Context: an optimization exercise on an open-source flow, tuned for small area, a short achievable clock period and few clock cycles. The choices shown serve that exercise and are no tape-out recipe.
In this exercise RTL edits were held to simulation tests only and were not proved equivalent to the original.

==> flow/design.v (outline; a module is shown in full before it is edited, if it fits) <==
// module fpa2: 78 lines
// module fpm3: 82 lines
// module fp_sin3: 55 lines
// module fp_duty2: 62 lines
// module fp_qdiv: 57 lines
// module fp_incp2: 34 lines
// module fp_inc_hard: 6 lines
// module mul24: 980 lines
// module cmul_inv2pi: 349 lines
// module sin_table: 280 lines
// module cbs_rtb: 405 lines
module cbs_rtb (
    input  wire          clk,
    input  wire          rst,
    input  wire          h_valid,
    input  wire [31:0]   h_data,
    output wire          ready,
    output reg           r_valid,
    output reg  [31:0]   r_data,
    input  wire          p_valid,
    input  wire [7:0]    p_data,
    input  wire          tick,
    output wire [31:0]   period_out,
    output wire [31:0]   duty_out
);
  // ...
==> flow/run.sh <==
#!/bin/bash
# synth_recipe.tcl (not shown) runs the flow's synth.tcl, then flattens the netlist and writes it again
# the make line also repeats each setting of config.mk as NAME=value (left out here)
make -C /OpenROAD-flow-scripts/flow DESIGN_CONFIG=/design/flow/config.mk WORK_HOME=/design/flow/orfs CLKGATE_MAP_FILE= SYNTH_SCRIPT=/design/flow/synth_recipe.tcl finish
==> flow/config.mk <==
export PLATFORM = sky130hd
export DESIGN_NAME = cbs_rtb
export DESIGN_NICKNAME = cbs_rtb
export VERILOG_FILES = /design/flow/design.v
export SDC_FILE = /design/flow/constraint.sdc
export NUM_CORES = 8
export LEC_CHECK = 0
export ABC_AREA = 1
export CAP_MARGIN = 20
export CORE_MARGIN = 2
export CORE_UTILIZATION = 40
export PLACE_DENSITY = 0.6
export SLEW_MARGIN = 20
export SYNTH_MEMORY_MAX_BITS = 65536
==> flow/constraint.sdc <==
create_clock -name core_clock -period 25.0 [get_ports {clk}]
set_input_delay 5.0000 -clock core_clock [delete_from_list [all_inputs] [get_ports {clk}]]
set_output_delay 5.0000 -clock core_clock [all_outputs]
set_load 0.01 [all_outputs]
==> results.ini, run 1 <==
[status]
status=timing/DRC/antenna clean

[global_routing]
grt_overflow_total=0
grt_max_degree=158

[floorplan]
coreArea_mm2=0.2823
die_w_um=536.6

[worst_setup_path]
reg2regPathDepth=37
worstPathCellList=clkdlybuf4s50_1 > ha_2 > fa_1 > o22ai_1 > a2111oi_0 > o21ai_1 > o211a_1 > a2111oi_0 > a211oi_1
endpoint=r_data[4]
criticalPathCategory=primary input to flop
cp.required_ns=25.77

[layout]
register_area_mm2=0.03382
final_common_cell=nand2_1
final_util=0.4390
multiInputGateArea_mm2=0.06860
area_growth_pct=9.223

[place]
numPortBuffers=100
place_congestion=1.065
dp_cells=18865

[sta]
hold_violations=0
fin_ws_ns=16.38
hold_ws_ns=0.3003
post-route-period-util=0.3447
final_max_slew_viol_count=0

[clock_tree]
clock_latency_ns=0.92

[synthesis]
async_flop_share=0
synth_xor_area_frac=0.05889
synth_compound_area_frac=0.2104
synth_seq_area_share=0.2980
yosysMostFrequentCell=nand2_1

[drt]
dr.pass1.iters=10
drt-met1-wl_mm=209.8

[min_path]
worstHoldStart=u_mul.r_s

Testbench counts, summed over its fixed seeds: cycles 28,818.
==> module fp_qdiv, before the edit <==
module fp_qdiv (
    input  wire        clk,
    input  wire        start,
    input  wire [31:0] a,
    input  wire [31:0] b,
    output reg  [1:0]  cls,
    output wire [31:0] q
);
    wire a_zero = (a[30:23] == 8'd0);
    wire b_e0   = (b[30:23] == 8'd0);
    wire b_e1   = (&b[30:23]);
    wire b_zero = b_e0 && (b[22:0] == 23'd0);
    wire b_nan  = b_e1 && (b[22:0] != 23'd0);
    wire [8:0]  de = {1'b0, a[30:23]} - {1'b0, b[30:23]};
    wire [23:0] ma = {1'b1, a[22:0]};
    wire [23:0] mb = {1'b1, b[22:0]};
    wire        a_lt = ma < mb;
    reg [1:0]  c0;
    always @(*) begin
        if (b_nan || (a_zero && b_zero))    c0 = 2'd3;
        else if (a_zero)                    c0 = 2'd1;
        else if (b_zero)                    c0 = b[31] ? 2'd1 : 2'd2;
        else if (b[31] || b_e1)             c0 = 2'd1;
        else if (b_e0)                      c0 = 2'd2;
        else if (!de[8] && de[7:0] >= 8'd2) c0 = 2'd2;
        else if (de[8] && de[7:0] <= 8'hFE) c0 = 2'd1;
        else                                c0 = 2'd0;
    end
    reg  [24:0] r;            
    reg  [23:0] dv;
    reg  [25:0] dv3;          
    reg  [25:0] qq;
    reg  [7:0]  e;
    wire [26:0] s1 = {1'b0, r, 1'b0} - {3'b0, dv};
    wire [26:0] s2 = {1'b0, r, 1'b0} - {2'b0, dv, 1'b0};
    wire [26:0] s3 = {1'b0, r, 1'b0} - {1'b0, dv3};
    wire        g1 = !s2[26];                   
    wire        g2 = g1 ? !s3[26] : !s1[26];    
    wire [23:0] rr = g1 ? (g2 ? s3[23:0] : s2[23:0]) : (g2 ? s1[23:0] : {r[22:0], 1'b0});
    wire [24:0] r2 = {rr, 1'b0};
    wire        stk = qq[0] | (r != 25'd0);
    wire        inc = qq[1] & (stk | qq[2]);
    wire [24:0] m   = {1'b0, qq[25:2]} + {24'd0, inc};
    assign q = m[24] ? {1'b0, e + 8'd1, 23'd0} : {1'b0, e, m[22:0]};
    always @(posedge clk) begin
        if (start) begin
            cls <= c0;
            r   <= a_lt ? {ma, 1'b0} : {1'b0, ma};
            dv  <= mb;
            dv3 <= {2'b00, mb} + {1'b0, mb, 1'b0};
            e   <= de[7:0] + (a_lt ? 8'd126 : 8'd127);
        end else begin
            qq  <= {qq[23:0], g1, g2};
            r   <= r2;
        end
    end
endmodule
==> module cbs_rtb, before the edit <==
module cbs_rtb (
    input  wire          clk,
    input  wire          rst,
    input  wire          h_valid,
    input  wire [31:0]   h_data,
    output wire          ready,
    output reg           r_valid,
    output reg  [31:0]   r_data,
    input  wire          p_valid,
    input  wire [7:0]    p_data,
    input  wire          tick,
    output wire [31:0]   period_out,
    output wire [31:0]   duty_out
);
    localparam [31:0] TICK_STEP = 32'h3C23D70A;   
    localparam [10:0] NOMINAL   = 11'd1000;
    localparam [31:0] NOM_F     = 32'h447A0000;   
    localparam [7:0] OP_AVAIL = 8'h01, OP_FLUSH = 8'h02, OP_PEEK = 8'h03,
                     OP_REFS  = 8'h10, OP_SETC  = 8'h11, OP_RDREG = 8'h20;
    reg [7:0]  fmem [0:15];
    reg [3:0]  wc, rc;
    reg [4:0]  ic, cc;
    reg        synced, err_ill, err_corr, err_duty;
    reg [31:0] tsc, tols, st, tss;
    reg [10:0] pcorr, period, duty;
    reg [31:0] amp, freq, phase, start;
    reg [1:0]  hp_k;          
    reg        hp_setc;       
    reg        hp_ok;         
    reg [31:0] hp_op1;        
    reg        rdy;
    reg        pend;          
    assign ready      = rdy;
    assign period_out = {21'd0, period};
    assign duty_out   = {21'd0, duty};
    reg [17:1] v;             
    reg        ph;            
    reg        eng_wait;      
    reg [31:0] st_s;          
    reg [31:0] kk;            
    reg        k_ok;
    reg [3:1]  kv;            
    reg [3:0]  ocnt;          
    reg [3:0]  acnt;          
    reg [3:0]  wp, rp;
    reg [11:0] qm [0:9];      
    reg [3:0]  lag;           
    reg        cu;            
    reg        setc_wait;     
    reg        rd_wait;       
    reg        rs_on;
    reg [4:0]  rs_n;
    wire [10:0] per_n = synced ? pcorr : NOMINAL;
    wire [31:0] da = per_n[10] ? {1'b0, 8'd135, per_n[9:0], 13'd0}
                               : {1'b0, 8'd134, per_n[8:0], 14'd0};
    wire amp_pos = !amp[31] && (amp[30:0] != 31'd0) &&
                   !((amp[30:23] == 8'hFF) && (amp[22:0] != 23'd0));
    wire hard_s, hard_a;
    fp_inc_hard u_hs (.x(st_s), .hard(hard_s));
    fp_inc_hard u_ha (.x(st),   .hard(hard_a));
    reg        pinc;          
    reg        pv1;           
    reg [1:0]  so_st;         
    reg        so_arch;       
    wire so_need_s = synced && hard_s && !pinc && !eng_wait;
    wire so_need_a = (lag != 4'd0) && hard_a;
    wire so_req    = so_need_s || so_need_a;
    wire so_go     = so_req && (so_st == 2'd0) && (v[7:1] == 7'd0) &&
                     (!rs_on || (rs_n == 5'd0 && lag != 4'd0));
    wire eng_en = !rs_on || (rs_n >= 5'd13);
    wire issue  = eng_en && !eng_wait && !ph && (ocnt != 4'd10) && !so_req &&
                  (so_st == 2'd0);
    wire cu_go  = (lag != 4'd0) && ph && !hard_a;       
    wire [31:0] inc_y, tss_y, add_y, mul_y, sin_y, add_c, mul_c;
    fp_incp2 u_inc (.clk(clk), .x(ph ? st : st_s), .y(inc_y));
    fp_incp2 u_inct (.clk(clk), .x(tss), .y(tss_y));
    reg  [31:0] xa, xb, ya, yb;
    reg         ld_amp;       
    fpa2 u_add (.clk(clk), .a(xa), .b(xb), .yc(add_c), .y(add_y));
    fpm3 u_mul (.clk(clk), .a(ya), .b(yb), .yc(mul_c), .y(mul_y));
    wire        k_go = !k_ok && (kv == 3'd0) && !rs_on && ld_amp && !v[4] && !v[13];
    fp_sin3 u_sin (.clk(clk), .th(add_y), .s(sin_y));
    wire [10:0] dd;
    wire        dn;
    fp_duty2 u_duty (.clk(clk), .o(mul_y), .per(per_n), .duty(dd), .nan(dn));
    wire [11:0] dres = amp_pos ? {dn, dd} : 12'd0;
    wire [1:0]  div_cls;
    wire [31:0] div_q;
    fp_qdiv u_div (.clk(clk), .start(rs_on && rs_n == 5'd3), .a(tss), .b(add_y),
                   .cls(div_cls), .q(div_q));
    function automatic [10:0] corr_clamp(input [31:0] q);
        reg [32:0] x2;
        reg [32:0] r;
        begin
            if (q[31] || q[30:23] == 0)
                corr_clamp = 11'd900;
            else if (q[30:23] >= 8'd159)
                corr_clamp = 11'd1100;
            else begin
                if (q[30:23] >= 8'd149)
                    x2 = {9'd0, 1'b1, q[22:0]} << (q[30:23] - 8'd149);
                else if (8'd149 - q[30:23] >= 8'd24)
                    x2 = 33'd0;
                else
                    x2 = {9'd0, 1'b1, q[22:0]} >> (8'd149 - q[30:23]);
                r = (x2 + 33'd1) >> 1;
                if (r < 33'd900)
                    corr_clamp = 11'd900;
                else if (r > 33'd1100)
                    corr_clamp = 11'd1100;
                else
                    corr_clamp = r[10:0];
            end
        end
    endfunction
    reg  [10:0] pc_new;
    always @(*) begin
        case (div_cls)
            2'd0: pc_new = corr_clamp(mul_y);
            2'd1: pc_new = 11'd900;
            2'd2: pc_new = 11'd1100;
            default: pc_new = pcorr;
        endcase
    end
    wire [31:0] da_new = pc_new[10] ? {1'b0, 8'd135, pc_new[9:0], 13'd0}
                                    : {1'b0, 8'd134, pc_new[8:0], 14'd0};
    wire        rs_last = rs_on && (rs_n == 5'd21);
    wire        rs_load = rs_on && (rs_n == 5'd0) && (lag == 4'd0) && (so_st == 2'd0);
    wire [31:0] xa_n = rs_load ? tols :
                       so_go   ? (so_need_a ? st : st_s) :
                       v[1]    ? ((synced && !pv1) ? inc_y : st_s) : mul_c;
    wire [31:0] xb_n = rs_load ? {~kk[31], kk[30:0]} :
                       so_go   ? TICK_STEP :
                       v[1]    ? {~start[31], start[30:0]} : phase;
    wire        h_acc = h_valid && rdy;
    wire        t_acc = tick && rdy;
    wire [7:0]  opc   = h_data[31:24];
    wire [23:0] arg   = h_data[23:0];
    wire        first_multi = h_acc && hp_k == 2'd0 && (opc == OP_REFS || opc == OP_SETC);
    wire        do1     = h_acc && hp_k == 2'd0 && !first_multi;    
    wire        do_refs = h_acc && hp_k == 2'd1 && !hp_setc;
    wire        do_setc = h_acc && hp_k == 2'd1 && hp_setc;
    wire       we   = p_valid;
    wire [3:0] wc_i = wc + 4'd1;
    wire [4:0] ic_i = (ic == 5'd16) ? ic : ic + 5'd1;
    wire [3:0] wc1  = we ? wc_i : wc;
    wire [4:0] ic1  = we ? ic_i : ic;
    wire [5:0] as0  = {1'b0, cc} + {1'b0, ic};
    wire [5:0] as1  = {1'b0, cc} + {1'b0, ic_i};
    wire       ag0  = (as0 >= 6'd16), ag1 = (as1 >= 6'd16);
    wire [4:0] av0  = ag0 ? 5'd16 : as0[4:0];
    wire [4:0] av1  = ag1 ? 5'd16 : as1[4:0];
    wire       avail_ge = we ? ag1 : ag0;
    wire [4:0] avail_c  = we ? av1 : av0;
    wire [4:0] cc_fl     = (cc >= arg[4:0]) ? cc - arg[4:0] : 5'd0;
    wire [3:0] peek_addr = arg[3:0] + rc;
    wire [7:0] peek_data = (we && peek_addr == wc) ? p_data : fmem[peek_addr];
    wire       rd_lo = (arg[7:3] == 5'd0) && (arg[2:0] <= 3'd5);
    wire       rd_hi = (arg[7:4] == 4'd1) && (arg[3:0] <= 4'hA);
    wire       rd_ok = (arg[23:8] == 16'd0) && (rd_lo || rd_hi);
    reg  [4:0] rd_v0;
    always @(*) begin
        case (arg[2:0])
            3'd0: rd_v0 = {1'b0, err_duty, err_corr, err_ill, synced};
            3'd1: rd_v0 = 5'd16;
            3'd2: rd_v0 = {1'b0, wc1};
            3'd3: rd_v0 = {1'b0, rc};
            3'd4: rd_v0 = ic1;
            default: rd_v0 = cc;
        endcase
    end
    reg  [3:0]  rd_idx;
    reg  [31:0] rd_v1;
    always @(*) begin
        case (rd_idx)
            4'h0: rd_v1 = st;
            4'h1: rd_v1 = tsc;
            4'h2: rd_v1 = tols;
            4'h3: rd_v1 = tss;
            4'h4: rd_v1 = {21'd0, pcorr};
            4'h5: rd_v1 = {21'd0, period};
            4'h6: rd_v1 = {21'd0, duty};
            4'h7: rd_v1 = amp;
            4'h8: rd_v1 = freq;
            4'h9: rd_v1 = phase;
            default: rd_v1 = start;
        endcase
    end
    always @(posedge clk) begin
        if (we && !rst)
            fmem[wc] <= p_data;
    end
    wire        q_any  = (acnt != 4'd0);
    wire        q_here = q_any || v[17];
    wire        commit = (pend && q_here) || (tick && rdy && q_here);
    wire [11:0] cres   = q_any ? qm[rp] : dres;
    wire        qpush  = v[17] && !(commit && !q_any);
    wire [3:0]  acnt_n0 = acnt + {3'd0, v[17]};
    wire [3:0]  acnt_n1 = q_any ? acnt + {3'd0, v[17]} - 4'd1 : acnt;
    wire [3:0]  ocnt_n0 = ocnt + {3'd0, issue};
    wire [3:0]  ocnt_n1 = ocnt + {3'd0, issue} - 4'd1;
    wire        so_dec  = (so_st == 2'd3) && so_arch;
    wire [3:0]  lag_n0  = lag - {3'd0, cu} - {3'd0, so_dec};
    wire [3:0]  lag_n1  = lag - {3'd0, cu} - {3'd0, so_dec} + {3'd0, synced};
    wire [3:0]  wp_i    = (wp == 4'd9) ? 4'd0 : wp + 4'd1;
    wire [3:0]  rp_i    = (rp == 4'd9) ? 4'd0 : rp + 4'd1;
    wire [3:0]  wp_n0   = v[17] ? wp_i : wp;
    wire [3:0]  wp_n1   = (v[17] && q_any) ? wp_i : wp;
    wire [3:0]  rp_n1   = q_any ? rp_i : rp;
    always @(posedge clk) begin
        if (qpush) qm[wp] <= dres;
        if (do1) rd_idx <= arg[3:0];
    end
    always @(posedge clk) begin
        if (rst) begin
            wc <= 0; rc <= 0; ic <= 0; cc <= 0;
            synced <= 1'b0; err_ill <= 1'b0; err_corr <= 1'b0; err_duty <= 1'b0;
            tsc <= 32'd0; tols <= 32'd0; st <= 32'd0; tss <= 32'd0;
            pcorr <= NOMINAL; period <= NOMINAL; duty <= 11'd0;
            amp <= 32'd0; freq <= 32'd0; phase <= 32'd0; start <= 32'd0;
            hp_k <= 2'd0; hp_setc <= 1'b0; hp_ok <= 1'b0;
            rdy <= 1'b1; pend <= 1'b0;
            r_valid <= 1'b0; r_data <= 32'd0;
            v <= 17'd0; ph <= 1'b0; eng_wait <= 1'b1; k_ok <= 1'b0; kv <= 3'd0;
            ocnt <= 4'd0; acnt <= 4'd0; wp <= 4'd0; rp <= 4'd0;
            lag <= 4'd0; cu <= 1'b0; setc_wait <= 1'b0; rd_wait <= 1'b0;
            pinc <= 1'b0; pv1 <= 1'b0; so_st <= 2'd0;
            rs_on <= 1'b0; rs_n <= 5'd0;
        end else begin
            r_valid <= 1'b0;
            wc <= wc1;
            ic <= ic1;
            v  <= {v[16:1], issue};
            ph <= rs_load ? 1'b0 : ~ph;    
            if (v[1] && synced && !pv1) st_s <= inc_y;
            pv1 <= issue && pinc;
            if (issue) pinc <= 1'b0;
            case (so_st)
                2'd0: if (so_go) begin
                    so_arch <= so_need_a;
                    so_st <= 2'd1;
                end
                2'd1: so_st <= 2'd2;
                2'd2: so_st <= 2'd3;
                default: begin
                    if (so_arch) begin st <= add_y; tss <= tss_y; end
                    else if (!eng_wait) begin st_s <= add_y; pinc <= 1'b1; end
                    so_st <= 2'd0;
                end
            endcase
            kv <= {kv[2:1], k_go};
            xa <= xa_n;
            xb <= xb_n;
            ld_amp <= 1'b0;
            if (v[3]) begin
                ya <= freq; yb <= add_c;
            end else if (v[12]) begin
                ya <= kv[3] ? mul_y : kk;    
                yb <= sin_y;
            end else if (rs_on && !rs_last) begin
                ya <= div_q; yb <= NOM_F;
            end else begin
                ya <= amp; yb <= rs_on ? da_new : da;
                ld_amp <= 1'b1;
            end
            if (kv[3]) begin kk <= mul_y; k_ok <= 1'b1; end
            cu <= cu_go;
            if (cu) begin
                st  <= inc_y;
                tss <= tss_y;
            end
            lag <= commit ? lag_n1 : lag_n0;
            if (eng_wait && lag == 4'd0 && so_st == 2'd0 && (!rs_on || rs_n >= 5'd12)) begin
                eng_wait <= 1'b0;
                st_s <= st;
                if (setc_wait) begin
                    setc_wait <= 1'b0;
                    start <= st;
                    r_valid <= 1'b1;
                    r_data <= 32'd0;
                    rdy <= 1'b1;
                end
            end
            if (rd_wait && (lag == 4'd0 || (rd_idx != 4'h0 && rd_idx != 4'h3))) begin
                rd_wait <= 1'b0;
                r_valid <= 1'b1;
                r_data <= rd_v1;
            end
            wp   <= commit ? wp_n1 : wp_n0;
            rp   <= commit ? rp_n1 : rp;
            acnt <= commit ? acnt_n1 : acnt_n0;
            ocnt <= commit ? ocnt_n1 : ocnt_n0;
            if (commit) begin
                period <= per_n;
                duty <= cres[10:0];
                if (cres[11]) err_duty <= 1'b1;
                pend <= 1'b0;
                rdy <= 1'b1;
            end else if (t_acc) begin
                pend <= 1'b1;
                rdy <= 1'b0;
            end
            if (v[12] && !k_ok && !kv[3]) begin
                v <= 17'd0; ocnt <= 4'd0; acnt <= 4'd0; wp <= 4'd0; rp <= 4'd0;
                eng_wait <= 1'b1; kv <= 3'd0; ld_amp <= 1'b0;
                pinc <= 1'b0;
            end
            if (h_acc) begin
                if (hp_k == 2'd0) begin
                    hp_ok <= (arg == 24'd0);
                    if (opc == OP_REFS) begin hp_k <= 2'd1; hp_setc <= 1'b0; end
                    else if (opc == OP_SETC) begin hp_k <= 2'd3; hp_setc <= 1'b1; end
                end else begin
                    hp_k <= hp_k - 2'd1;
                    if (hp_k == 2'd3) r_data <= h_data;    
                    if (hp_k == 2'd2) hp_op1 <= h_data;
                end
            end
            if (do1) begin
                r_valid <= 1'b1;
                r_data  <= 32'd0;
                case (opc)
                    OP_AVAIL:
                        if (arg != 0) err_ill <= 1'b1;
                        else begin
                            if (avail_ge) rc <= wc1;
                            cc <= avail_c;
                            ic <= 5'd0;
                            r_data <= {27'd0, avail_c};
                        end
                    OP_FLUSH: begin
                        rc <= rc + arg[3:0];
                        cc <= (arg[23:5] == 19'd0) ? cc_fl : 5'd0;
                    end
                    OP_PEEK:
                        r_data <= {24'd0, peek_data};
                    OP_RDREG:
                        if (!rd_ok) err_ill <= 1'b1;
                        else if (rd_hi) begin
                            r_valid <= 1'b0;
                            rd_wait <= 1'b1;
                        end else r_data <= {27'd0, rd_v0};
                    default:
                        err_ill <= 1'b1;
                endcase
            end
            if (do_setc) begin
                if (!hp_ok) begin
                    err_ill <= 1'b1;
                    r_valid <= 1'b1;
                    r_data  <= 32'd0;
                end else begin
                    amp <= r_data; freq <= hp_op1; phase <= h_data;
                    ld_amp <= 1'b0;
                    setc_wait <= 1'b1;
                    rdy <= 1'b0;
                    v <= 17'd0; ocnt <= 4'd0; acnt <= 4'd0; wp <= 4'd0; rp <= 4'd0;
                    eng_wait <= 1'b1; k_ok <= 1'b0; kv <= 3'd0;
                    pinc <= 1'b0;
                end
            end
            if (do_refs) begin
                if (!hp_ok) begin
                    err_ill <= 1'b1;
                    r_valid <= 1'b1;
                    r_data  <= 32'd0;
                end else if (!synced) begin
                    tsc <= h_data; tols <= h_data; st <= h_data;
                    tss <= 32'd0;
                    synced <= 1'b1;
                    ld_amp <= 1'b0;
                    r_valid <= 1'b1;
                    r_data  <= 32'd0;
                    v <= 17'd0; ocnt <= 4'd0; acnt <= 4'd0; wp <= 4'd0; rp <= 4'd0;
                    eng_wait <= 1'b1; k_ok <= 1'b0; kv <= 3'd0;
                    pinc <= 1'b0;
                end else begin
                    kk <= tols;
                    tols <= h_data;
                    rs_on <= 1'b1;
                    rs_n <= 5'd0;
                    rdy <= 1'b0;
                    v <= 17'd0; ocnt <= 4'd0; acnt <= 4'd0; wp <= 4'd0; rp <= 4'd0;
                    eng_wait <= 1'b1; k_ok <= 1'b0; kv <= 3'd0;
                    pinc <= 1'b0;
                end
            end
            if (rs_on) begin
                if (rs_n != 5'd0)
                    rs_n <= rs_n + 5'd1;
                else if (rs_load)
                    rs_n <= 5'd1;
                if (rs_last) begin
                    pcorr <= pc_new;
                    if (div_cls == 2'd3) err_corr <= 1'b1;
                    tss <= 32'd0;
                    r_valid <= 1'b1;
                    r_data <= 32'd0;
                    rdy <= 1'b1;
                    rs_on <= 1'b0;
                end
            end
        end
    end
endmodule
==> run 2, diff against run 1 <==
--- a/flow/design.v
+++ b/flow/design.v
@@ -283,3 +283,6 @@
     output reg  [1:0]  cls,
-    output wire [31:0] q
+    output wire [31:0] q,
+    input  wire        keep,
+    input  wire [31:0] hd,
+    output wire [31:0] ho
 );
@@ -321,3 +324,8 @@
     assign q = m[24] ? {1'b0, e + 8'd1, 23'd0} : {1'b0, e, m[22:0]};
+    assign ho = {e, dv};
     always @(posedge clk) begin
+        if (keep) begin
+            e   <= hd[31:24];
+            dv  <= hd[23:0];
+        end
         if (start) begin
@@ -2012,3 +2020,3 @@
     reg        hp_ok;         
-    reg [31:0] hp_op1;        
+    wire [31:0] hp_op1;
     reg        rdy;
@@ -2040,2 +2048,3 @@
                    !((amp[30:23] == 8'hFF) && (amp[22:0] != 23'd0));
+    wire        h_acc = h_valid && rdy;
     wire hard_s, hard_a;
@@ -2072,26 +2081,22 @@
     fp_qdiv u_div (.clk(clk), .start(rs_on && rs_n == 5'd3), .a(tss), .b(add_y),
-                   .cls(div_cls), .q(div_q));
+                   .cls(div_cls), .q(div_q),
+                   .keep(h_acc && hp_k == 2'd2), .hd(h_data), .ho(hp_op1));
     function automatic [10:0] corr_clamp(input [31:0] q);
-        reg [32:0] x2;
-        reg [32:0] r;
+        reg [12:0] x2;      
+        reg [11:0] r;       
         begin
-            if (q[31] || q[30:23] == 0)
+            case (q[25:23])
+                3'd6:    x2 = {4'd0, 1'b1, q[22:15]};       
+                3'd7:    x2 = {3'd0, 1'b1, q[22:14]};       
+                3'd0:    x2 = {2'd0, 1'b1, q[22:13]};       
+                3'd1:    x2 = {1'd0, 1'b1, q[22:12]};       
+                default: x2 = {1'b1, q[22:11]};             
+            endcase
+            r = (x2 + 13'd1) >> 1;
+            if (r < 12'd900)
                 corr_clamp = 11'd900;
-            else if (q[30:23] >= 8'd159)
+            else if (r > 12'd1100)
                 corr_clamp = 11'd1100;
-            else begin
-                if (q[30:23] >= 8'd149)
-                    x2 = {9'd0, 1'b1, q[22:0]} << (q[30:23] - 8'd149);
-                else if (8'd149 - q[30:23] >= 8'd24)
-                    x2 = 33'd0;
-                else
-                    x2 = {9'd0, 1'b1, q[22:0]} >> (8'd149 - q[30:23]);
-                r = (x2 + 33'd1) >> 1;
-                if (r < 33'd900)
-                    corr_clamp = 11'd900;
-                else if (r > 33'd1100)
-                    corr_clamp = 11'd1100;
-                else
-                    corr_clamp = r[10:0];
-            end
+            else
+                corr_clamp = r[10:0];
         end
@@ -2117,3 +2122,2 @@
                        v[1]    ? {~start[31], start[30:0]} : phase;
-    wire        h_acc = h_valid && rdy;
     wire        t_acc = tick && rdy;
@@ -2298,3 +2302,2 @@
                     if (hp_k == 2'd3) r_data <= h_data;    
-                    if (hp_k == 2'd2) hp_op1 <= h_data;
                 end
--- a/flow/config.mk
+++ b/flow/config.mk
@@ -8,3 +8,3 @@
 export ABC_AREA = 1
-export CAP_MARGIN = 20
+export CAP_MARGIN = 30
 export CORE_MARGIN = 2
==> run 2 against run 1 <==
  * Critical path depth up 15
  * Cell count down 3.1%
  * Core utilization up 0.26 points
  * Critical endpoint is now u_mul.q_p[47]
==> results.ini, run 2 <==
[status]
status=timing/DRC/antenna clean

[clock_tree]
postCtsHoldBufs=0
cts_root_buf=clkbuf_16
htreeDepth=4
clock_latency_ns=0.96  ; +0.04 ns
cts_tree=done
cts_resized=0
clkTransAtPathRegs_ns=0.06
post_cts_buffers=0
cts.sinks=1378
cts_buffers=168
clockBufferDepth=4

[floorplan]
rows=192
die_w_um=528.8  ; -1.4%
initial_utilization=0.4023
die_y_um=528.8
dieArea_mm2=0.2796
pin_count=143
coreArea_mm2=0.2739  ; -3.0%

[worst_setup_path]
slowest_stage=dfxtp_1
r2r_setup_slack_ns=16.68
setup.worst_path.start_class=flop
critPathBufInv=2
cp.required_ns=25.75  ; -0.02 ns
crit_arrival_ns=9.06
path_max_fanout=23
worstPathCellList=nor2_1 > nand2_1 > o21ai_0 > inv_1 > o22ai_1 > xor2_1 > fa_1 > fa_1 > fa_1 > fa_1 > inv_1 > fa_1 > ha_1 > a21oi_1 > o21ai_0 > nor2_1 > o21ai_1 > a21oi_1 > o21ai_1 > a21oi_1 > o21ai_1 > a31oi_1 > o21ai_0 > xor2_1
end_kind=flop
r2r_start=u_mul.r_mb[9]
path_delay_family=adder cells
criticalPathCategory=flop to flop
cp_common_cell=fa_1
slowest_delay_ns=0.95
crit_start=u_mul.r_mb[9]

[layout]
largest_registers=fmem x128, qm x120, u_mul.q_p x48
final_util=0.4416  ; +0.002612
largest_register=fmem
final_common_cell=nand2_1
drive_gt1_frac=0.05290
largest_reg_flops=128
mostFrequentLayoutCells=nand2_1, inv_1, o21ai_0, nor2_1, a21oi_1
nets=15845
area_growth_pct=9.778

[synthesis]
yosysMostFrequentCell=nand2_1
yosys.area.top_type=dfxtp_1
synth_area_leaders=dfxtp_1, edfxtp_1, nand2_1, o21ai_0, fa_1
synth_xor_area_frac=0.05822  ; -0.0006708
yosysUniqueCellTypes=91
synth_flop_cell=dfxtp_1
synth_edf_count=531
synth_seq_area_share=0.2986  ; +0.0006367
synth_top_area_frac=0.1539
ys_ff_latch=1378
syn_avg_cell_area_um2=7.343
yosys-mux-area-fraction=0.003373
yosys-top-cells-count=nand2_1, inv_1, o21ai_0
async_flop_share=0  ; unchanged
synth_cells=15003
synth_area_mm2=0.1102
yosys.area_share.simple=0.1897
synth_compound_area_frac=0.2124  ; +0.001938
synth-adder-area-share=0.1364
yosys_warnings=8
synth_top_family_by_area=compound AO/OA/AOI/OAI gates

[sta]
post-route-period-util=0.3327  ; -0.01200
tns_ns=0
max_freq_mhz=120.2
skew_ns=0.1431
min_period_ns=8.316
hold_ws_ns=0.3241  ; +0.02372 ns
slew_headroom=0.2234
finalSetupViolCount=0
fin_ws_ns=16.68  ; +0.3001 ns
grt_setup_unrepaired=false
worst_slew_pin_slew_ns=1.158
hold_violations=0  ; unchanged
final_max_slew_viol_count=0  ; unchanged

[global_routing]
grt_pass1_wl_mm=708.8
antenna_found_initial=48
grt_pass1_vias=100294
grt_usage=0.3447
grt_overflow_total=0  ; unchanged
grt_max_degree=101  ; -36%

[drt]
route.detailed.wl_per_inst_um=26.81
dr.pass1.iters=10  ; unchanged
first_iter_violations=15056
vias=110181
postRouteAntennaNets=0
wl_mm=498.4
drc=0
via_per_inst=5.926

[place]
preCtsSetupSlack_ns=16.11
numPortBuffers=100  ; unchanged
hpwlAfterDp_mm=382.5
place_congestion=1.082  ; +1.6%

[flow_run]
drv_cap=0

[min_path]
hold_class=flop to flop
worstHoldStart=u_mul.r_e[5]

-- run 2: cell count changes after synthesis, sizes merged, moves of 17 or more --
cell / before / now
nand2: 2788 / 2626
a21oi: 1086 / 980
nand3: 681 / 592
a22oi: 52 / 90
inv: 2135 / 2098
a211oi: 86 / 122
edfxtp: 562 / 531
xor2: 628 / 601
o221ai: 105 / 85
o31ai: 43 / 26
-- run 2: cells by family after synthesis --
group,after synthesis
buf+inv,2899
other cells,1
compound gates,4007
flops,1378
xor+xnor,728
mux,37
fa+ha+maj,970
simple gates,4983
-- run 2: per-layer routing --
layer | global-route usage | routed length (um) | share of wire | vias to the layer above
met4 | 0.2041 | 35270 | 0.071 | 20
met3 | 0.08254 | 53210 | 0.11 | 1271
li1 | - | - | - | 50475
met1 | 0.4628 | 204200 | 0.41 | 52144
met2 | 0.5001 | 205600 | 0.41 | 6271
met5 | 0 | 133 | 0.00027 | -
-- run 2: final timing paths --
check / to / cells after the start
setup / recovery: u_mul.q_p[47] / 24
hold / removal: u_mul.q_e[5] / 0
setup reg to reg: u_mul.q_p[47] / 24
hold reg to reg: u_mul.q_e[5] / 0
-- run 2: layout make-up --
cell class | count | area, um2
fillers | 28293 | 152900
clock inverters | 82 | 997.2
well taps | 3589 | 4491
multi-input cells | 10767 | 66490
repair buffers | 395 | 3227
flip-flops and latches | 1378 | 32910
clock buffers | 229 | 4772
diodes | 30 | 75.07
inverters | 2122 | 7975
-- run 2: per-stage QoR --
stage / instances / area (um2)
global route: 18570 / 120900
floorplan: 15044 / 110300
global placement: 18218 / 114800
finish: 18592 / 120900
detailed placement: 18235 / 115000
CTS: 18546 / 120700
-- run 2: worst register-to-register path, cell delays in order, from the launching register on --
cell     delay (ns)
dfxtp_1        0.95
nor2_1         0.15
nand2_1        0.10
o21ai_0        0.11
inv_1          0.72
o22ai_1        0.19
xor2_1         0.21
fa_1           0.52
fa_1           0.43
fa_1           0.51
fa_1           0.55
inv_1          0.05
fa_1           0.45
ha_1           0.49
a21oi_1        0.19
o21ai_0        0.10
nor2_1         0.56
o21ai_1        0.30
a21oi_1        0.36
o21ai_1        0.15
a21oi_1        0.25
o21ai_1        0.19
a31oi_1        0.32
o21ai_0        0.16
xor2_1         0.16
Testbench counts of run 2, summed over its fixed seeds: cycles 28,818.
==> run 3, diff against run 2 <==
==> flow/flow/run.sh (new file) <==
#!/bin/bash
# The standard layout (the standard.sh: standard synthesis, then ORFS to
# finish), with the port buffers that placement inserts taken as buf_2 cells
# rather than the resizer's default pick.
set -euo pipefail
export BUFFER_PORTS_ARGS="-buffer_cell sky130_fd_sc_hd__buf_2"
bash standard.sh > standard.log 2>&1
==> flow/standard.sh (new file) <==
#!/bin/bash
# synth_recipe.tcl (not shown) runs the flow's synth.tcl, then flattens the netlist and writes it again
# the make line also repeats each setting of config.mk as NAME=value (left out here)
make -C /OpenROAD-flow-scripts/flow DESIGN_CONFIG=/design/flow/config.mk WORK_HOME=/design/flow/orfs CLKGATE_MAP_FILE= SYNTH_SCRIPT=/design/flow/synth_recipe.tcl "${@:-finish}"
--- a/flow/config.mk
+++ b/flow/config.mk
@@ -10,4 +10,4 @@
 export CORE_MARGIN = 2
-export CORE_UTILIZATION = 40
-export PLACE_DENSITY = 0.6
+export CORE_UTILIZATION = 50
+export PLACE_DENSITY = 0.7
 export SLEW_MARGIN = 20
removed: flow/run.sh
==> run 3 against run 2 <==
  * Still clean on timing, DRC and antenna
  * Critical path depth up 5
  * Routed wire length down 0.76%
  * Worst hold slack worse by 0.044 ns
  * Cell count down 4.0%
  * Flip-flop and latch count unchanged
==> results.ini, run 3 <==
[global_routing]
grtUsageMet2=0.6081  ; +0.1080
grt_usage=0.4268  ; +0.08215
grt_pass1_vias=99832  ; -0.46%
antenna_found_initial=40  ; -17%
grt_max_degree=167  ; +65%
met1_usage=0.5655  ; +0.1027
grt_use_met3=0.1177  ; +0.03515
grt_overflow_total=0  ; unchanged
grt_pass1_wl_mm=700.0  ; -1.2%
busiest_layer=met2

[clock_tree]
cts.sinks=1378  ; unchanged
postCtsHoldBufs=0  ; unchanged
clockBufferDepth=3  ; -1
cts_buffers=160  ; -4.8%
cts_root_buf=clkbuf_16
clkTransAtPathRegs_ns=0.06  ; about the same
clock_latency_ns=0.88  ; -0.08 ns
htreeDepth=4  ; unchanged
cts_resized=0  ; unchanged
cts_tree=done
post_cts_buffers=0  ; unchanged

[synthesis]
async_flop_share=0  ; unchanged
synth_edf_count=531  ; unchanged
synth_area_mm2=0.1102  ; unchanged
yosys_warnings=8  ; unchanged
yosysMostFrequentCell=nand2_1
synth_cells=15003  ; unchanged
yosys.area.top_type=dfxtp_1
synth_top_area_frac=0.1539  ; unchanged
synth_seq_area_share=0.2986  ; unchanged
yosys-top-cells-count=nand2_1, inv_1, o21ai_0
yosysUniqueCellTypes=91  ; unchanged
synth_flop_cell=dfxtp_1
ys_ff_latch=1378  ; unchanged
synth_area_leaders=dfxtp_1, edfxtp_1, nand2_1, o21ai_0, fa_1
syn_avg_cell_area_um2=7.343  ; unchanged

[sta]
min_period_ns=7.955  ; -0.3616 ns
worst_slew_pin_slew_ns=1.202  ; +0.04368 ns
slew_headroom=0.1905  ; -0.03293
max_freq_mhz=125.7  ; +4.5%
tns_ns=0  ; unchanged
hold_violations=0  ; unchanged
grt_setup_unrepaired=false
post-route-period-util=0.3182  ; -0.01446
skew_ns=0.06710  ; -0.07595 ns
final_max_slew_viol_count=0  ; unchanged
finalSetupViolCount=0  ; unchanged

[worst_setup_path]
setup.worst_path.start_class=flop
critPathBufInv=5  ; +3
slowest_stage=dfxtp_1
criticalPathCategory=flop to flop
slowest_delay_ns=0.60  ; -0.35 ns
path_max_fanout=23  ; unchanged
cp.required_ns=25.74  ; about the same
path_delay_family=compound AO/OA/AOI/OAI gates
crit_arrival_ns=8.70  ; -0.36 ns
end_kind=flop

[place]
place_congestion=1.087  ; +0.46%
numPortBuffers=100  ; unchanged
hpwlAfterDp_mm=381.0  ; -0.41%

[floorplan]
initial_utilization=0.5024  ; +0.1001
coreArea_mm2=0.2193  ; -20%
die_y_um=473.4  ; -10%
rows=172  ; -10%
die_w_um=473.4  ; -10%
pin_count=143  ; unchanged
dieArea_mm2=0.2241  ; -20%

[layout]
multiInputGateArea_mm2=0.06653  ; about the same
mostFrequentLayoutCells=nand2_1, inv_1, o21ai_0, nor2_1, a21oi_1
nets=15832  ; -0.082%
final_common_cell=nand2_1
largest_registers=fmem x128, qm x120, u_mul.q_p x48
largest_reg_flops=128  ; unchanged
fill_cells=21478  ; -24%
final_util=0.5439  ; +0.1023
drive_gt1_frac=0.05904  ; +0.006149
largest_register=fmem
register_area_mm2=0.03291  ; unchanged
area_growth_pct=8.264

[drt]
vias=110638  ; +0.41%
route.detailed.wl_per_inst_um=27.71  ; +3.4%
first_iter_violations=15354  ; +2.0%
wl_mm=494.6  ; -0.76%
via_per_inst=6.199  ; +4.6%
postRouteAntennaNets=0  ; unchanged
drc=0  ; unchanged
dr.pass1.iters=9  ; -1

[status]
status=timing/DRC/antenna clean

[flow_run]
drv_cap=0  ; unchanged

[min_path]
hold_class=flop to flop

run 3: cell types whose count changed in the layout (fill, tap and decap cells not counted), sizes merged:
cell / delta
bufinv: -11
clkinvlp: +1
clkinv: +2
buf: +97
diode: -7
clkdlybuf4s50: -99
clkdlybuf4s15: +1
inv: +1
clkbuf: -10
run 3: cell families (layout without fill, tap and decap cells):
family / count (synthesis) / after routing / share of synthesized area
AO/OA/AOI/OAI: 4007 / 4007 / 0.2124
XOR/XNOR: 728 / 728 / 0.05822
adder cells (fa/ha/maj): 970 / 970 / 0.1364
buffers and inverters: 2899 / 2810 / 0.1013
flip-flops: 1378 / 1378 / 0.2986
multiplexers: 37 / 37 / 0.003373
other: 1 / 65 / 0.00003404
AND/OR/NAND/NOR: 4983 / 4983 / 0.1897
run 3: cell type report:
class / instances / share of cell area
antenna: 23 / 0.0004825
clock buffer: 223 / 0.03800
clock inverter: 75 / 0.007521
inverter: 2122 / 0.06686
multi-input combinational: 10767 / 0.5578
sequential: 1378 / 0.2759
tap: 2871 / 0.03012
timing repair buffer: 390 / 0.02332
run 3: worst paths after layout:
kind,slack [ns],startpoint,to,cells after the start
worst min-delay path,0.28,u_mul.r_e[1],u_mul.q_e[1],0
worst min register to register,0.28,u_mul.r_e[1],u_mul.q_e[1],0
worst max register to register,17.05,u_mul.r_mb[3],u_mul.q_p[47],29
worst max-delay path,17.05,u_mul.r_mb[3],u_mul.q_p[47],29
run 3: metrics by stage:
| stage | worst slack (ns) | cells | instance area (um2) | hold slack (ns) |
|---|---|---|---|---|
| after floorplan | 13.41 | 15044 | 110300 | 0.3096 |
| after global placement | 16.28 | 17489 | 113400 | 0.3105 |
| after detailed placement | 16.34 | 17512 | 113600 | 0.3128 |
| after CTS | 16.78 | 17810 | 119000 | 0.2649 |
| after global routing | 16.33 | 17827 | 119200 | 0.2792 |
| final | 17.05 | 17849 | 119300 | 0.2798 |
run 3: worst reg2reg max path: cells and delay by family, from the launching register on:
kind | cells | cell delay, ns
xor+xnor | 2 | 0.36
compound gates | 14 | 3.07
simple gates | 3 | 0.42
buf+inv | 5 | 1.02
flops | 1 | 0.60
fa+ha+maj | 5 | 2.41
run 3: metal layers:
metal,part of all wire,routed length (um)
met4,0.077,38100
met1,0.40,196300
met5,0.00034,170
met2,0.41,202300
met3,0.12,57760
==> run 4, diff against run 3 <==
--- a/flow/config.mk
+++ b/flow/config.mk
@@ -7,7 +7,8 @@
 export LEC_CHECK = 0
-export ABC_AREA = 1
+export ABC_AREA = 0
+export ABC_CLOCK_PERIOD_IN_PS = 8000
 export CAP_MARGIN = 30
 export CORE_MARGIN = 2
-export CORE_UTILIZATION = 50
-export PLACE_DENSITY = 0.7
+export CORE_UTILIZATION = 40
+export PLACE_DENSITY = 0.6
 export SLEW_MARGIN = 20
==> run 4 against run 3 <==
  * Still clean on timing, DRC and antenna
  * Synthesized cell count down 0.67%
  * Critical path depth increased by 1
  * Clock skew increased by 0.048 ns
  * Fmax down 17%
  * Global-route usage down 10 points
  * Register-to-register slack got worse by 1.6 ns
  * Critical endpoint is now yb[6]
  * Largest cell class unchanged
==> results.ini, run 4 <==
[status]
status=timing/DRC/antenna clean

[min_path]
min_path_cells=0  ; unchanged
hold_class=flop to flop

[synthesis]
ys_ff_latch=1378  ; unchanged
synth_edf_count=531  ; unchanged
yosysMostFrequentCell=nand2_1
yosys_warnings=8  ; unchanged
synth_seq_area_share=0.2756  ; -0.02307
async_flop_share=0  ; unchanged
synth_cells=14903  ; -0.67%
synth_area_leaders=dfxtp_1, edfxtp_1, fa_1, a21oi_1, ha_1
yosysUniqueCellTypes=100  ; +9.9%
synth_area_mm2=0.1194  ; +8.4%
yosys.area.top_type=dfxtp_1
yosys-top-cells-count=nand2_1, a21oi_1, nor2_1
syn_avg_cell_area_um2=8.011  ; +9.1%
synth_top_area_frac=0.1420  ; -0.01189
synth_flop_cell=dfxtp_1

[drt]
vias=116002  ; +4.8%
dr.pass1.iters=10  ; +1
route.detailed.wl_per_inst_um=27.49  ; -0.79%
via_per_inst=6.271  ; +1.2%
drc=0  ; unchanged
wl_mm=508.6  ; +2.8%
first_iter_violations=16074  ; +4.7%
postRouteAntennaNets=0  ; unchanged

[clock_tree]
clkTransAtPathRegs_ns=0.07  ; about the same
postCtsHoldBufs=0  ; unchanged
cts_buffers=166  ; +3.8%
cts_tree=done
cts_resized=0  ; unchanged
post_cts_buffers=0  ; unchanged
cts.sinks=1378  ; unchanged
htreeDepth=4  ; unchanged
clockBufferDepth=4  ; +1
cts_root_buf=clkbuf_16
clock_latency_ns=0.93  ; +0.05 ns

[worst_setup_path]
slowest_stage=nand2_1
slowest_delay_ns=0.70  ; +0.10 ns
cp.required_ns=25.70  ; -0.04 ns
path_max_fanout=26  ; +13%
end_kind=flop
setup.worst_path.start_class=flop
reg2regPathDepth=30  ; +3.4%
crit_arrival_ns=10.27  ; +1.57 ns
criticalPathCategory=flop to flop

[layout]
largest_register=fmem
mostFrequentLayoutCells=nand2_1, a21oi_1, nor2_1, o21ai_0, dfxtp_1
largest_reg_flops=128  ; unchanged
largest_registers=fmem x128, qm x120, u_mul.q_p x48
nets=15406  ; -2.7%
final_util=0.4357  ; -0.1082
drive_gt1_frac=0.08197  ; +0.02292
final_common_cell=nand2_1
area_growth_pct=8.394

[floorplan]
initial_utilization=0.4019  ; -0.1004
pin_count=143  ; unchanged
dieArea_mm2=0.3029  ; +35%
coreArea_mm2=0.2970  ; +35%
die_w_um=550.3  ; +16%
rows=200  ; +16%
die_y_um=550.3  ; +16%

[sta]
finalSetupViolCount=0  ; unchanged
worst_slew_pin_slew_ns=1.209  ; +0.007838 ns
max_freq_mhz=104.5  ; -17%
tns_ns=0  ; unchanged
grt_setup_unrepaired=false
final_max_slew_viol_count=0  ; unchanged
slew_headroom=0.1937  ; +0.003240
skew_ns=0.1154  ; +0.04833 ns
min_period_ns=9.571  ; +1.616 ns
hold_violations=0  ; unchanged
post-route-period-util=0.3828  ; +0.06464

[place]
hpwlAfterDp_mm=374.2  ; -1.8%
numPortBuffers=100  ; unchanged
place_congestion=1.059  ; -2.6%

[flow_run]
drv_cap=0  ; unchanged

[global_routing]
grt_pass1_vias=105749  ; +5.9%
grt_max_degree=161  ; -3.6%
antenna_found_initial=44  ; +10%
grt_overflow_total=0  ; unchanged
grt_usage=0.3239  ; -0.1029
grt_pass1_wl_mm=736.5  ; +5.2%

-- run 4: area by class of cell --
| class | instances | area [um2] |
|---|---|---|
| Antenna cell | 28 | 70.07 |
| Clock buffer | 218 | 4654 |
| Clock inverter | 87 | 993.5 |
| Fill cell | 29843 | 167600 |
| Inverter | 785 | 2957 |
| Multi-Input combinational cell | 11606 | 79490 |
| Sequential cell | 1378 | 32980 |
| Tap cell | 3939 | 4928 |
| Timing Repair Buffer | 456 | 3338 |
-- run 4: worst max-delay path: cells and delay by family (launching register included) --
| kind | cells | cell delay, ns |
|---|---|---|
| AND/OR/NAND/NOR | 9 | 3.77 |
| AO/OA/AOI/OAI | 13 | 3.57 |
| buffers and inverters | 3 | 0.50 |
| flip-flops | 1 | 0.43 |
| adder cells (fa/ha/maj) | 4 | 1.04 |
| XOR/XNOR | 1 | 0.10 |
-- run 4: final timing paths --
kind	end	from	slack, ns
setup / recovery	yb[6]	u_add.r_sum[2]	15.43
hold / removal	u_mul.q_e[8]	u_mul.r_e[8]	0.31
setup reg to reg	yb[6]	u_add.r_sum[2]	15.43
hold reg to reg	u_mul.q_e[8]	u_mul.r_e[8]	0.31
-- run 4: kinds of logic after synthesis --
kind of cell | count (synthesis) | synth area share
other | 1 | 0.00003141
adder cells (fa/ha/maj) | 1066 | 0.1339
multiplexers | 671 | 0.06898
buffers and inverters | 1960 | 0.06338
AND/OR/NAND/NOR | 4676 | 0.1751
flip-flops | 1378 | 0.2756
XOR/XNOR | 590 | 0.04328
AO/OA/AOI/OAI | 4561 | 0.2397
-- run 4: routing by layer --
layer  GRT usage  vias up  wire [um]  share of wire
li1            -    52722          -              -
met1      0.4231    55470     200900           0.40
met2      0.4850     6442     217100           0.43
met3     0.07344     1340      53400           0.11
met4      0.1980       28      36820          0.072
met5    0.003283        -        308        0.00061
-- run 4: metrics by stage --
step	hold slack [ns]	area, um2	worst slack, ns	std cells
2_1_floorplan	0.3096	119500	13.62	14944
3_3_place_gp	0.3100	123300	15.53	18137
3_5_place_dp	0.3135	123500	15.60	18148
4_1_cts	0.2988	129100	15.54	18453
5_1_grt	0.3073	129300	14.49	18472
6_report	0.3076	129400	15.43	18497
==> run 5, diff against run 4 <==
--- a/flow/config.mk
+++ b/flow/config.mk
@@ -7,4 +7,3 @@
 export LEC_CHECK = 0
-export ABC_AREA = 0
-export ABC_CLOCK_PERIOD_IN_PS = 8000
+export ABC_AREA = 1
 export CAP_MARGIN = 30
==> run 5 against run 4 <==
  * Core utilization grew 0.39 points
  * Fmax is 20% higher
  * Worst hold slack better by 0.012 ns
  * Critical path depth fell by 18
==> results.ini, run 5 <==
[global_routing]
grt_pass1_wl_mm=709.0  ; -3.7%
grt_overflow_total=0  ; unchanged
grt_usage=0.3443  ; +0.02039
antenna_found_initial=51  ; +16%
grt_pass1_vias=100140  ; -5.3%
grt_max_degree=96  ; -40%

[drt]
drc=0  ; unchanged
via_per_inst=5.928  ; -5.5%
wl_mm=497.2  ; -2.2%
vias=110188  ; -5.0%
first_iter_violations=14973  ; -6.8%
postRouteAntennaNets=0  ; unchanged
route.detailed.wl_per_inst_um=26.75  ; -2.7%
dr.pass1.iters=7  ; -3

[synthesis]
yosys_warnings=8  ; unchanged
synth_flop_cell=dfxtp_1
synth_top_area_frac=0.1539  ; +0.01189
synth_seq_area_share=0.2986  ; +0.02307
synth_area_mm2=0.1102  ; -7.7%
synth_edf_count=531  ; unchanged
yosysUniqueCellTypes=91  ; -9.0%
yosys-top-cells-count=nand2_1, inv_1, o21ai_0
yosys.area.top_type=dfxtp_1
syn_avg_cell_area_um2=7.343  ; -8.3%
synth_area_leaders=dfxtp_1, edfxtp_1, nand2_1, o21ai_0, fa_1
yosysMostFrequentCell=nand2_1
ys_ff_latch=1378  ; unchanged
synth_cells=15003  ; +0.67%
async_flop_share=0  ; unchanged

[layout]
nets=15847  ; +2.9%
largest_registers=fmem x128, qm x120, u_mul.q_p x48
largest_register=fmem
final_util=0.4396  ; +0.003914
mostFrequentLayoutCells=nand2_1, inv_1, o21ai_0, nor2_1, a21oi_1
fill_cells=28504  ; -4.5%
largest_reg_flops=128  ; unchanged
drive_gt1_frac=0.06000  ; -0.02197
register_area_mm2=0.03291  ; -0.22%
area_growth_pct=9.275
multiInputGateArea_mm2=0.06650  ; -16%
final_common_cell=nand2_1

[clock_tree]
clockBufferDepth=4  ; unchanged
clkTransAtPathRegs_ns=0.06  ; about the same
cts.sinks=1378  ; unchanged
htreeDepth=4  ; unchanged
cts_buffers=164  ; -1.2%
cts_root_buf=clkbuf_16
cts_resized=0  ; unchanged
clock_latency_ns=0.94  ; about the same
postCtsHoldBufs=0  ; unchanged
cts_tree=done
post_cts_buffers=0  ; unchanged

[sta]
grt_setup_unrepaired=false
max_freq_mhz=125.5  ; +20%
hold_violations=0  ; unchanged
worst_slew_pin_slew_ns=1.183  ; -0.02610 ns
tns_ns=0  ; unchanged
finalSetupViolCount=0  ; unchanged
final_max_slew_viol_count=0  ; unchanged
min_period_ns=7.966  ; -1.604 ns
skew_ns=0.1239  ; +0.008509 ns
post-route-period-util=0.3187  ; -0.06418
slew_headroom=0.2028  ; +0.009063
hold_ws_ns=0.3193  ; +0.01178 ns

[floorplan]
coreArea_mm2=0.2739  ; -7.8%
die_y_um=528.8  ; -3.9%
dieArea_mm2=0.2796  ; -7.7%
initial_utilization=0.4023  ; about the same
pin_count=143  ; unchanged
die_w_um=528.8  ; -3.9%
rows=192  ; -4.0%

[min_path]
worstHoldStart=u_mul.r_e[8]
hold_class=flop to flop

[worst_setup_path]
r2r_start=xb[27]
setup.worst_path.start_class=primary input
end_kind=flop
cp.required_ns=25.78  ; +0.08 ns
crit_start=h_data[0]
crit_arrival_ns=8.74  ; -1.53 ns
r2r_setup_slack_ns=17.21  ; +1.78 ns
criticalPathCategory=primary input to flop
path_max_fanout=25  ; -3.8%

[status]
status=timing/DRC/antenna clean

[flow_run]
drv_cap=0  ; unchanged

[place]
hpwlAfterDp_mm=381.0  ; +1.8%
numPortBuffers=100  ; unchanged
place_congestion=1.088  ; +2.8%

run 5: cell types whose count changed in the layout (fill, tap and decap cells not counted), moves of 160 or more:
cell      delta
nand2_1    +798
nand3_1    +305
nor2b_1    -189
a21oi_1    -500
xor2_1     +394
o22ai_1    +216
mux2_2     -171
xnor2_1    -252
a22oi_1    -172
o21ai_0    +581
mux2i_1    -358
inv_1     +1282
a211oi_1   -160
run 5: final timing paths:
check,endpoint,cells past startpoint
worst min-delay path,u_mul.q_e[8],0
worst max-delay path,r_data[2],12
worst min register to register,u_mul.q_e[8],0
worst max register to register,u_add.r_sum[22],35
run 5: cell families (layout without fill, tap and decap cells):
kind of cell | Yosys count | after routing | synth area share
AOI/OAI and AO/OA | 4007 | 4007 | 0.2124
xor gates and xnor gates | 728 | 728 | 0.05822
adders and majority gates | 970 | 970 | 0.1364
buffers and inverters | 2899 | 2822 | 0.1013
DFF | 1378 | 1378 | 0.2986
muxes | 37 | 37 | 0.003373
other | 1 | 73 | 0.00003404
and+or+nand+nor | 4983 | 4983 | 0.1897
run 5: per-stage QoR:
stage               cells  instance area (um2)  setup WS, ns
detailed placement  18246               114500         16.20
global placement    18225               114400         16.20
global route        18560               120300         16.22
CTS                 18545               120200         17.13
floorplan           15044               110300         13.41
finish              18587               120400         17.03
run 5: area by class of cell:
cell class / instances / share of cell area
well taps: 3589 / 0.03730
repair buffers: 401 / 0.02317
flip-flops and latches: 1378 / 0.2734
clock inverters: 85 / 0.008554
multi-input cells: 10767 / 0.5523
inverters: 2122 / 0.06625
diodes: 31 / 0.0006444
clock buffers: 214 / 0.03837
run 5: critical path, stage by stage:
cell      delay, ns
buf_2          0.40
ha_2           0.29
fa_1           0.40
buf_4          0.23
inv_1          0.56
buf_4          0.41
o221ai_1       0.16
nor4_1         0.21
nand2_1        0.31
o21ai_0        0.37
o211ai_1       0.15
a32o_1         0.22
run 5: routing by layer:
layer / global-route usage / wire (um) / part of all wire / vias up
met5: 0 / 101 / 0.00020 / -
met4: 0.2154 / 37440 / 0.075 / 16
met3: 0.07932 / 54010 / 0.11 / 1265
met2: 0.5019 / 206400 / 0.41 / 6417
met1: 0.4578 / 199300 / 0.40 / 52033
li1: - / - / - / 50457
==> run 6, diff against run 5 <==
--- a/flow/config.mk
+++ b/flow/config.mk
@@ -8,3 +8,3 @@
 export ABC_AREA = 1
-export CAP_MARGIN = 30
+export CAP_MARGIN = 20
 export CORE_MARGIN = 2
==> run 6 against run 5 <==
  * Worst hold slack better by 0.0058 ns
  * Critical endpoint is now r_data[4]
  * Synthesized area unchanged
  * Clock skew down 0.015 ns
  * First-iteration DRC count down 2.4%
  * Critical path depth up 1
  * Synthesized cell count unchanged
  * Register-to-register slack worse by 0.15 ns
  * Global-route usage down 0.10 points
  * Still clean
  * Count of clock-buffer cells in the layout up 1
  * Routed wire length down 0.24%
  * Worst setup slack worse by 0.038 ns
==> results.ini, run 6 <==
[layout]
nets=15822  ; -0.16%
area_growth_pct=9.060
largest_reg_flops=128  ; unchanged
drive_gt1_frac=0.05815  ; -0.001844
mostFrequentLayoutCells=nand2_1, inv_1, o21ai_0, nor2_1, a21oi_1
fill_cells=28250  ; -0.89%
register_area_mm2=0.03291  ; unchanged
multiInputGateArea_mm2=0.06650  ; about the same
largest_register=fmem
largest_registers=fmem x128, qm x120, u_mul.q_p x48
final_util=0.4387  ; -0.0008630
final_common_cell=nand2_1

[drt]
drc=0  ; unchanged
postRouteAntennaNets=0  ; unchanged
wl_mm=496.1  ; -0.24%
dr.pass1.iters=10  ; +3
vias=109768  ; -0.38%
first_iter_violations=14614  ; -2.4%
route.detailed.wl_per_inst_um=26.72  ; -0.14%
via_per_inst=5.912  ; -0.28%

[synthesis]
yosysUniqueCellTypes=91  ; unchanged
synth_area_mm2=0.1102  ; unchanged
synth_top_area_frac=0.1539  ; unchanged
synth_seq_area_share=0.2986  ; unchanged
ys_ff_latch=1378  ; unchanged
async_flop_share=0  ; unchanged
synth_edf_count=531  ; unchanged
synth_area_leaders=dfxtp_1, edfxtp_1, nand2_1, o21ai_0, fa_1
synth_cells=15003  ; unchanged
synth_flop_cell=dfxtp_1
yosysMostFrequentCell=nand2_1
yosys.area.top_type=dfxtp_1
syn_avg_cell_area_um2=7.343  ; unchanged
yosys_warnings=8  ; unchanged
yosys-top-cells-count=nand2_1, inv_1, o21ai_0

[global_routing]
grt_usage=0.3433  ; -0.001007
grt_pass1_vias=99667  ; -0.47%
grt_max_degree=96  ; unchanged
antenna_found_initial=52  ; +2.0%
grt_overflow_total=0  ; unchanged
grt_pass1_wl_mm=706.1  ; -0.41%

[floorplan]
coreArea_mm2=0.2739  ; unchanged
initial_utilization=0.4023  ; unchanged
dieArea_mm2=0.2796  ; unchanged
die_w_um=528.8  ; unchanged
rows=192  ; unchanged
pin_count=143  ; unchanged
die_y_um=528.8  ; unchanged

[clock_tree]
clkTransAtPathRegs_ns=0.06  ; about the same
htreeDepth=4  ; unchanged
cts_root_buf=clkbuf_16
post_cts_buffers=0  ; unchanged
cts_tree=done
cts.sinks=1378  ; unchanged
cts_resized=0  ; unchanged
postCtsHoldBufs=0  ; unchanged
cts_buffers=167  ; +1.8%
clockBufferDepth=4  ; unchanged
clock_latency_ns=0.92  ; -0.02 ns

[worst_setup_path]
cp.required_ns=25.77  ; about the same
setup.worst_path.start_class=primary input
path_delay_family=buffers and inverters
criticalPathCategory=primary input to flop
path_max_fanout=25  ; unchanged
r2r_start=xb[29]
crit_arrival_ns=8.77  ; +0.03 ns
end_kind=flop
cp_common_cell=buf_4
slowest_delay_ns=0.57  ; about the same
crit_start=h_data[0]
reg2regPathDepth=35  ; unchanged
cp.depth=13  ; +1
critPathBufInv=4  ; unchanged
slowest_stage=inv_1
worstPathCellList=buf_2 > ha_2 > fa_1 > buf_4 > inv_1 > buf_4 > o221ai_1 > nor4_1 > nand2_1 > o21ai_0 > a21oi_1 > a311oi_1 > a21boi_0

[sta]
slew_headroom=0.07036  ; -0.1324
tns_ns=0  ; unchanged
min_period_ns=8.004  ; +0.03760 ns
max_freq_mhz=124.9  ; -0.47%
hold_violations=0  ; unchanged
post-route-period-util=0.3202  ; +0.001504
skew_ns=0.1087  ; -0.01526 ns
worst_slew_pin_slew_ns=1.386  ; +0.2027 ns
finalSetupViolCount=0  ; unchanged
grt_setup_unrepaired=false
final_max_slew_viol_count=0  ; unchanged

[place]
numPortBuffers=100  ; unchanged
hpwlAfterDp_mm=380.9  ; about the same
place_congestion=1.088  ; unchanged

[min_path]
worstHoldStart=u_mul.r_e[3]
min_path_cells=0  ; unchanged
hold_class=flop to flop

[status]
status=timing/DRC/antenna clean

[flow_run]
drv_cap=0  ; unchanged

-- run 6: cell counts after synthesis --
No cell type changed its count.
-- run 6: worst register-to-register path: cells and delay by family, from the launching register on --
kind | cells | cell delay [ns]
fa+ha+maj | 3 | 0.76
flops | 1 | 0.44
compound gates | 9 | 2.15
simple gates | 14 | 2.58
xor+xnor | 3 | 0.96
buf+inv | 6 | 0.95
-- run 6: final timing paths --
kind	end	slack [ns]
max	r_data[4]	17.00
min	u_mul.q_e[3]	0.33
max reg2reg	u_add.r_sum[22]	17.06
min reg2reg	u_mul.q_e[3]	0.33
-- run 6: routing by layer --
| layer | part of all wire | vias up | GRT usage | routed length (um) |
|---|---|---|---|---|
| li1 | - | 50406 | - | - |
| met1 | 0.40 | 51819 | 0.4553 | 200400 |
| met2 | 0.41 | 6176 | 0.4976 | 204600 |
| met3 | 0.11 | 1351 | 0.08199 | 52660 |
| met4 | 0.077 | 16 | 0.2193 | 38380 |
| met5 | 0.00023 | - | 0 | 112 |
-- run 6: cell families after synthesis --
logic type | count (synthesis) | share of synthesized area
buffers and inverters | 2899 | 0.1013
AND/OR/NAND/NOR | 4983 | 0.1897
other | 1 | 0.00003404
multiplexers | 37 | 0.003373
flip-flops | 1378 | 0.2986
adder cells (fa/ha/maj) | 970 | 0.1364
XOR/XNOR | 728 | 0.05822
AO/OA/AOI/OAI | 4007 | 0.2124
-- run 6: layout make-up --
type	count	area share
Clock buffer	215	0.03858
Tap cell	3589	0.03737
Sequential cell	1378	0.2739
Timing Repair Buffer	373	0.02137
Multi-Input combinational cell	10767	0.5535
Antenna cell	36	0.0007498
Clock inverter	88	0.008143
Inverter	2122	0.06638
-- run 6: stage by stage --
step / setup slack (ns) / hold WS [ns] / instance area [um2] / std cells
global placement: 16.20 / 0.3112 / 114400 / 18225
finish: 17.00 / 0.3251 / 120200 / 18568
global route: 16.31 / 0.3294 / 120100 / 18542
floorplan: 13.41 / 0.3096 / 110300 / 15044
CTS: 17.13 / 0.3250 / 120000 / 18530
detailed placement: 16.20 / 0.3121 / 114400 / 18227

## separate check: timing with driven ports
No port has a modelled driver above. Below, the same layouts with a new extraction and two added sets of constraints. Step 1 sets driving cells, clkbuf_16 on the clock port and buf_2 on the other inputs (assumed; they add their load-dependent delay and slew). Step 2 moves the port delays by t, midway between the first and last clock arrival at a register: inputs arrive t later, outputs are due t later. That takes back most of the time a late clock gives input paths. Slacks: no drivers / after step 1 / after step 2; pairs: no drivers / after step 1.
run | t (ns) | slack for setup (ns) | worst setup path after step 2
run 1 | 0.968 | 16.384 / 16.480 / 15.512 | input to register
run 2 | 0.988 | 16.684 / 16.684 / 16.033 | input to register
run 3 | 0.936 | 17.045 / 17.045 / 16.203 | input to register
run 4 | 0.989 | 15.429 / 15.429 / 15.429 | register to register
run 5 | 0.999 | 17.034 / 17.109 / 16.110 | input to register
run 6 | 0.974 | 16.996 / 17.059 / 16.085 | input to register
After both steps setup and hold are still met in every run listed. The setup slack of run 5, which loses most, moves by +0.075 ns with the drivers and by -0.924 ns with both steps.
